Context: an optimization exercise on an open-source flow, tuned for small area, a short achievable clock period and few clock cycles per item. The choices shown serve that exercise and are no tape-out recipe. Only simulation tests tie the RTL to the original design; equivalence was not proved. No activity file was given, so power comes from the tool's default toggle rates.

## flow/design.v (module list and top-level ports; edited modules follow where they fit)
// module sana_fa: 10 lines
// module sana_wen: 7 lines
// module sana_ha: 9 lines
// module sana_envbank: 1105 lines
module sana_envbank (
    input  wire        clk,
    input  wire        rst,
    input  wire        in_valid,
    output wire        in_ready,
    input  wire [2:0]  in_op,
    input  wire [1:0]  in_unit,
    input  wire [79:0] in_data,
    output reg         out_valid,
    output reg  [8:0]  out_state,
    output wire [47:0] out_value,
    output reg         out_err
);
  // ...
==> flow/flow/run.sh <==
#!/bin/bash
# Layout: the standard flow (its synthesis unchanged), with timing repair
# aiming at a shorter cycle than the 19 ns clock: the clock, the delays at the
# ports and every other constraint stay as they are. make's output goes to
# make_flow.log; ORFS keeps each step's log under orfs/logs.
set -euo pipefail
cd "$(dirname "$0")/.."
export SETUP_SLACK_MARGIN=14.0
export BUFFER_PORTS_ARGS="-buffer_cell sky130_fd_sc_hd__buf_4"
bash standard.sh > make_flow.log 2>&1
==> flow/standard.sh <==
#!/bin/bash
# synth_recipe.tcl (not shown) runs the flow's synth.tcl, then flattens the netlist and writes it again
# the make line also repeats each setting of config.mk as NAME=value (left out here)
make -C /OpenROAD-flow-scripts/flow DESIGN_CONFIG=/design/flow/config.mk WORK_HOME=/design/flow/orfs CLKGATE_MAP_FILE= SYNTH_SCRIPT=/design/flow/synth_recipe.tcl "${@:-finish}"
==> flow/config.mk <==
export PLATFORM = sky130hd
export DESIGN_NAME = sana_envbank
export DESIGN_NICKNAME = sana_envbank
export VERILOG_FILES = /design/flow/design.v
export SDC_FILE = /design/flow/constraint.sdc
export NUM_CORES = 4
export LEC_CHECK = 0
export CAP_MARGIN = 20
export CORE_MARGIN = 2
export CORE_UTILIZATION = 40
export CTS_CLUSTER_DIAMETER = 150
export CTS_CLUSTER_SIZE = 20
export SLEW_MARGIN = 20
export SYNTH_HIERARCHICAL = 1
export SYNTH_MINIMUM_KEEP_SIZE = 0
==> flow/constraint.sdc <==
create_clock -name core_clock -period 19.0 [get_ports {clk}]
set_input_delay 3.8000 -clock core_clock [delete_from_list [all_inputs] [get_ports {clk}]]
set_output_delay 3.8000 -clock core_clock [all_outputs]
set_load 0.01 [all_outputs]
==> results.txt, run 1 <==
----------------------------------------------------
[Hold path]
  Hold wc startpoint ... m_state[6]

[Drt]
  Detailed-routed wire length on met2 ... 51,820 um
  Vias per cell ... 5.734
  Antenna Violating Nets Remaining ... 0
  Drc violations ... 0
  1st-pass router iterations ... 25

[Clocking]
  Skew-Pair Late Insertion Delay ... ~0.6 ns
  CTS tree ... yes
  Count of clock tree sinks ... 606
  Max H-tree Level ... 2

[Floorplanning]
  DIE AREA ... 91,740 um2
  Die boundary width ... 302.9 um
  Number of ports placed on the die boundary ... approximately 150

[Synth]
  Synthesized cell area ... between 30,000 and 40,000 um2
  Flops & latches, synth ... ~600
  Proportion of synthesized chip area in sequential cells ... 0.4193
  Cells after synthesis ... 3,388
  Post-synthesis cell type count ... 96
  Post-synth top area cell ... sky130_fd_sc_hd__edfxtp_1
  Yosys warning total ... 7

[Timing]
  Final-layout setup total negative slack ... 0 ns
  Max_slew headroom ... 0.2292
  Hold Fails Final Rpt ... 0

[Cells and area]
  Inverters, non-clock ... 50
  Final core occ ... 0.4421
  #MultiIn Comb ... about 2,500
  Non-Clock Buffer Area Fraction ... 0.04166

[Pwr]
  Switching share of power ... 0.2652
  Portion of total power attributed to the clock network ... 0.331
  Cell-internal power ... 1.819 mW

[Setup path]
  Kind of launch point of the worst setup path ... flip-flop
  Worst reg2reg path startpoint ... m_sq[8]

[GRT]
  Met2 Use GR ... 0.3930
  Antenna violations before repair ... 1

[Status]
  Outcome ... no timing/DRC/antenna violations

----------------------------------------------------
Testbench counts, summed over its fixed seeds: cycles 36,512, items 32,000.
==> inputs of run 2 (changes only) <==
--- a/flow/design.v
+++ b/flow/design.v
@@ -1103,29 +1103,32 @@
             out_valid <= 1'b0;
         end else begin
             out_valid <= f_valid & f_resp;
         end
         out_err   <= f_err;
         out_state <= f_state;
     end
     assign out_value = value;
+    reg [2:0] v_ld, v_sy, v_ss, v_sr, v_s1;
+    always @(*) begin
+        for (k = 0; k < 3; k = k + 1) begin
+            v_ld[k] = rst_q | (f_valid & (f_code[3*k +: 3] != V_HOLD) & (f_code[3*k +: 3] != V_RS));
+            v_sy[k] = ~rst_q & f_valid & (f_code[3*k +: 3] == V_JOB);
+            v_ss[k] = ~rst_q & f_valid & (f_code[3*k +: 3] == V_S);
+            v_sr[k] = ~rst_q & f_valid & (f_code[3*k +: 3] == V_REL0);
+            v_s1[k] = ~rst_q & f_valid & (f_code[3*k +: 3] == V_ONE);
+        end
+    end
     always @(posedge clk) begin
         for (k = 0; k < 3; k = k + 1) begin
-            if (rst_q) begin
-                value[16*k +: 16] <= 16'd0;
-                sus[16*k +: 16]   <= ONE;
-            end else if (f_valid) begin
-                case (f_code[3*k +: 3])
-                    V_ZERO: value[16*k +: 16] <= 16'd0;
-                    V_ONE:  value[16*k +: 16] <= ONE;
-                    V_S:    value[16*k +: 16] <= sus[16*k +: 16];
-                    V_JOB:  value[16*k +: 16] <= f_y;
-                    V_REL0: value[16*k +: 16] <= v_rel[16*k +: 16];
-                    V_RS:   v_rel[16*k +: 16] <= value[16*k +: 16];
-                    default: ;
-                endcase
-                if (f_setp && f_sunit == k)
-                    sus[16*k +: 16] <= f_sdata;
-            end
+            if (v_ld[k])
+                value[16*k +: 16] <= (f_y & {16{v_sy[k]}}) | (sus[16*k +: 16] & {16{v_ss[k]}}) |
+                                     (v_rel[16*k +: 16] & {16{v_sr[k]}}) | {v_s1[k], 15'd0};
+            if (f_valid && f_code[3*k +: 3] == V_RS)
+                v_rel[16*k +: 16] <= value[16*k +: 16];
+            if (rst_q)
+                sus[16*k +: 16] <= ONE;
+            else if (f_valid && f_setp && f_sunit == k)
+                sus[16*k +: 16] <= f_sdata;
         end
     end
 endmodule
==> flow/flow/run.sh (replaced) <==
#!/bin/bash
# Layout: the standard flow (its synthesis unchanged), with timing repair
# aiming at a shorter cycle than the 19 ns clock: the clock, the delays at the
# ports and every other constraint stay as they are. make's output goes to
# make_flow.log; ORFS keeps each step's log under orfs/logs.
set -euo pipefail
cd "$(dirname "$0")/.."
export SETUP_SLACK_MARGIN=14.0
export BUFFER_PORTS_ARGS="-buffer_cell sky130_fd_sc_hd__buf_2"
bash standard.sh > make_flow.log 2>&1
==> results.txt, run 2 <==
----------------------------------------------------
[Placed design]
  Final weighted congestion in routability-driven placement ... 0.9076
  Count of buffers from port buffering ... 147
  Final HPWL DP ... ~77,000 um
  Setup Slack @ Placement ... 13.20 ns

[Setup path]
  Critical Path Stages ... 1
  Critical path arrival ... 1.21 ns
  Critical path cell sequence ... buf_2
  Largest delay contributor family on the critical path ... flip-flops
  Buffers plus inverters on the worst setup path ... 1
  Worst reg2reg path startpoint ... m_sq[13]
  Worst Reg2Reg Path Length in Cells ... 10
  Kind of end point of the critical path ... primary output
  Worst Path Max Fanout ... 2
  Timing startpoint of the critical path ... value[45]
  Cell type of the slowest stage on the worst timing path ... sky130_fd_sc_hd__edfxtp_1
  Kind of launch point of the worst setup path ... flip-flop
  Stage delay of the slowest cell on the critical path ... 0.46 ns
  Endpoint required time on the critical path ... 15.20 ns
  Critical path class ... flip-flop to primary output

[Job]
  Reported max-cap violation count ... 0

[Cells and area]
  Antenna diode count ... 0
  Most common cell after layout, fill and taps aside ... sky130_fd_sc_hd__nand2_1
  Area growth from synthesis to final layout ... 8.780%
  Most frequent cells in the layout ... sky130_fd_sc_hd__nand2_1, sky130_fd_sc_hd__edfxtp_1, sky130_fd_sc_hd__fa_1
  Seq. cell area ... 15,530 um2
  Total number of nets in the final design ... between 3,000 and 4,000
  Final core occ ... 0.4400 (-0.002147)
  Area taken by multi-input logic gates ... about 19,000 um2
  Share of cells above drive strength 1 ... 0.1198
  Final-layout fill cell count ... 8,215

[Pwr]
  Static leakage power ... 12.01 nW
  Pwr/cell area ... 66.75 nW/um2
  Total power of the final layout ... 2.556 mW
  IR Drop Worst-Case VDD ... roughly 0.087 mV

[GRT]
  Wire length of the first global-routing pass ... 156,600 um
  Antenna violations before repair ... 2 (+1)
  Number of global-route vias before repair ... ~25,000
  Global Route Usage Sum ... 0.2292
  GRT overflow ... 0
  Pin count of the biggest net entering global routing ... between 60 and 70

[Drt]
  Total via count after detailed routing ... roughly 25,000
  Drc violations ... 0 (unchanged)
  Antenna Violating Nets Remaining ... 0 (unchanged)
  1st-pass router iterations ... 8 (-68%)
  Violation count after the first detailed-route iteration ... 2,523
  Vias per cell ... 5.680 (-0.94%)
  Total routed wirelength ... 104,500 um
  Avg WL per Cell ... 23.79 um

[Timing]
  Maximum clock frequency ... 199.6 MHz
  Period utilisation layout ... 0.2637
  Hold Slack ... 0.3279 ns
  Shortest clock period the worst path allows after layout ... 5.011 ns
  Crit path setup slack, layout ... 13.99 ns
  Final-layout setup total negative slack ... 0 ns (unchanged)
  Slew @ Worst Pin ... about 1.1 ns
  Setup-violating endpoint count in the final report ... 0
  Setup Skew ... 0.03328 ns
  Unrepaired setup endpoints after global routing ... yes
  Max Transition Viols Final ... 0
  Hold Fails Final Rpt ... 0 (unchanged)
  Max_slew headroom ... 0.2795 (+0.05031)

[Synth]
  Area share of the largest cell type after synthesis ... 0.2841
  Post-synthesis cell type count ... 88 (-8.3%)
  Share of synthesized registers carrying an async set or reset ... 0
  Post-synth top area cell ... sky130_fd_sc_hd__edfxtp_1
  Yosys warning total ... 7 (unchanged)
  Flops & latches, synth ... 606 (unchanged)
  Commonest cells in the netlist ... sky130_fd_sc_hd__nand2_1, sky130_fd_sc_hd__edfxtp_1, sky130_fd_sc_hd__fa_1
  Cells after synthesis ... 3,183 (-6.1%)
  Number of enable flip-flop cells after synthesis ... ~330
  Mean area per synthesized cell ... roughly 11 um2
  Most frequent cell after synthesis ... sky130_fd_sc_hd__nand2_1
  Most frequently used flop master after synthesis ... sky130_fd_sc_hd__edfxtp_1
  Proportion of synthesized chip area in sequential cells ... 0.4394 (+0.02001)
  Top cells by area, synth ... sky130_fd_sc_hd__edfxtp_1, sky130_fd_sc_hd__fa_1, sky130_fd_sc_hd__dfxtp_1, sky130_fd_sc_hd__nand2_1, sky130_fd_sc_hd__ha_1
  Synthesized cell area ... 35,200 um2 (-1.5%)

[Floorplanning]
  Die H ... between 300 and 400 um
  Row Count ... 108
  Die boundary width ... 300.6 um (-0.74%)
  Floorplan Core Area ... slightly below 90,000 um2
  DIE AREA ... 90,380 um2 (-1.5%)
  Effective utilization at floorplan ... 0.4045
  Number of ports placed on the die boundary ... 148 (unchanged)

[Clocking]
  CTS tree ... yes
  Max Root-Sink Buffers ... 3
  Skew-Pair Late Insertion Delay ... 0.58 ns (-0.03 ns)
  Max H-tree Level ... 2 (unchanged)
  Hold-fix buffer count after cts ... 0
  Inserted Clock Buffers ... 36
  CTS root buf ... sky130_fd_sc_hd__clkbuf_16
  Clock-pin slew of the registers on the worst-case setup and hold paths ... 0.09 ns
  Count of clock tree sinks ... 606 (unchanged)

[Status]
  Outcome ... no timing/DRC/antenna violations

[Hold path]
  Class of the tightest hold or removal check ... flip-flop to flip-flop
  Hold Crit Depth ... 0
  Hold wc startpoint ... m_resp

----------------------------------------------------
run 2: final timing paths:
kind	to	slack (ns)
worst max-delay path	out_value[45]	13.99
worst min-delay path	f_resp	0.33
worst max register to register	f_cl	14.16
worst min register to register	f_resp	0.33
run 2: cell families after synthesis:
family / synth area share
adders and majority gates: 0.2169
muxes: 0.04458
xor gates and xnor gates: 0.01642
buffers and inverters: 0.03601
and+or+nand+nor: 0.1241
other: 0.0001065
AOI/OAI and AO/OA: 0.1225
DFF: 0.4394
run 2: per-module statistics from Yosys (local to each module, per instance):
module,flip-flops and latches,cell area [um2],cells inside
sana_fa,0,20.02,1
sana_envbank,606,28840,2857
sana_wen,0,6.256,1
run 2: area by class of cell:
| cell class | count | share of cell area |
|---|---|---|
| inverters | 54 | 0.005784 |
| repair inverters | 2 | 0.0002614 |
| clock buffers | 59 | 0.02634 |
| flip-flops and latches | 606 | 0.4055 |
| well taps | 1155 | 0.03774 |
| clock inverters | 4 | 0.0009477 |
| multi-input cells | 2291 | 0.4883 |
| repair buffers | 224 | 0.03513 |
run 2: stage by stage:
stage          std cells  instance area, um2
3_3_place_gp        4291               36800
3_5_place_dp        4291               36800
2_1_floorplan       3222               35370
4_1_cts             4373               38020
5_1_grt             4395               38290
6_report            4395               38290
run 2: timing repair:
action | in CTS | in global routing
pin swaps | 0 | 2
gates cloned | 0 | 2
setup buffers | 19 | 20
gates resized for setup | 13 | 43
endpoints found under the setup margin | 265 | 126
run 2: routing by layer:
| layer | vias up | share of wire | GRT usage |
|---|---|---|---|
| met5 | - | 0.000067 | 0 |
| met4 | 2 | 0.029 | 0.06278 |
| met3 | 165 | 0.084 | 0.03939 |
| met2 | 1148 | 0.45 | 0.3612 |
| met1 | 12450 | 0.43 | 0.3268 |
| li1 | 11200 | - | - |
run 2: where the power goes:
part | internal, mW | total, mW | switching (mW)
Sequential | 1.41 | 1.49 | 0.0849
Clock | 0.370 | 0.814 | 0.444
Combinational | 0.0919 | 0.250 | 0.158
Testbench counts of run 2, summed over its fixed seeds: cycles 36,512, items 32,000.

## afterwards: timing with drivers on the ports
How much do the figures lean on ideal ports? The routed layouts below were timed once more, with nothing changed but the port constraints. Step 1 (the two cells are an assumption about what drives the block):
set clk [get_ports {clk}]
set_driving_cell -lib_cell sky130_fd_sc_hd__clkbuf_16 $clk
set_driving_cell -lib_cell sky130_fd_sc_hd__buf_2 [delete_from_list [all_inputs] $clk]
Step 2 also shifts input and output timing later by t, the mid clock arrival at the registers, as if the neighbouring blocks saw the same clock. Three values: ideal ports, drivers, drivers and shift; two values: the first two.
| run | t (ns) | setup WS [ns] | worst hold slack (ns) | worst setup path after step 2 |
|---|---|---|---|---|
| run 1 | 0.659 | 14.038 / 13.971 / 13.470 | 0.314 / 0.314 / 0.314 | input to register |
| run 2 | 0.633 | 13.989 / 13.924 / 13.464 | 0.328 / 0.328 / 0.328 | input to register |
After both steps every run listed still meets setup and hold. The setup slack of run 1, which loses most, moves by -0.067 ns with the drivers and by -0.568 ns with both steps.
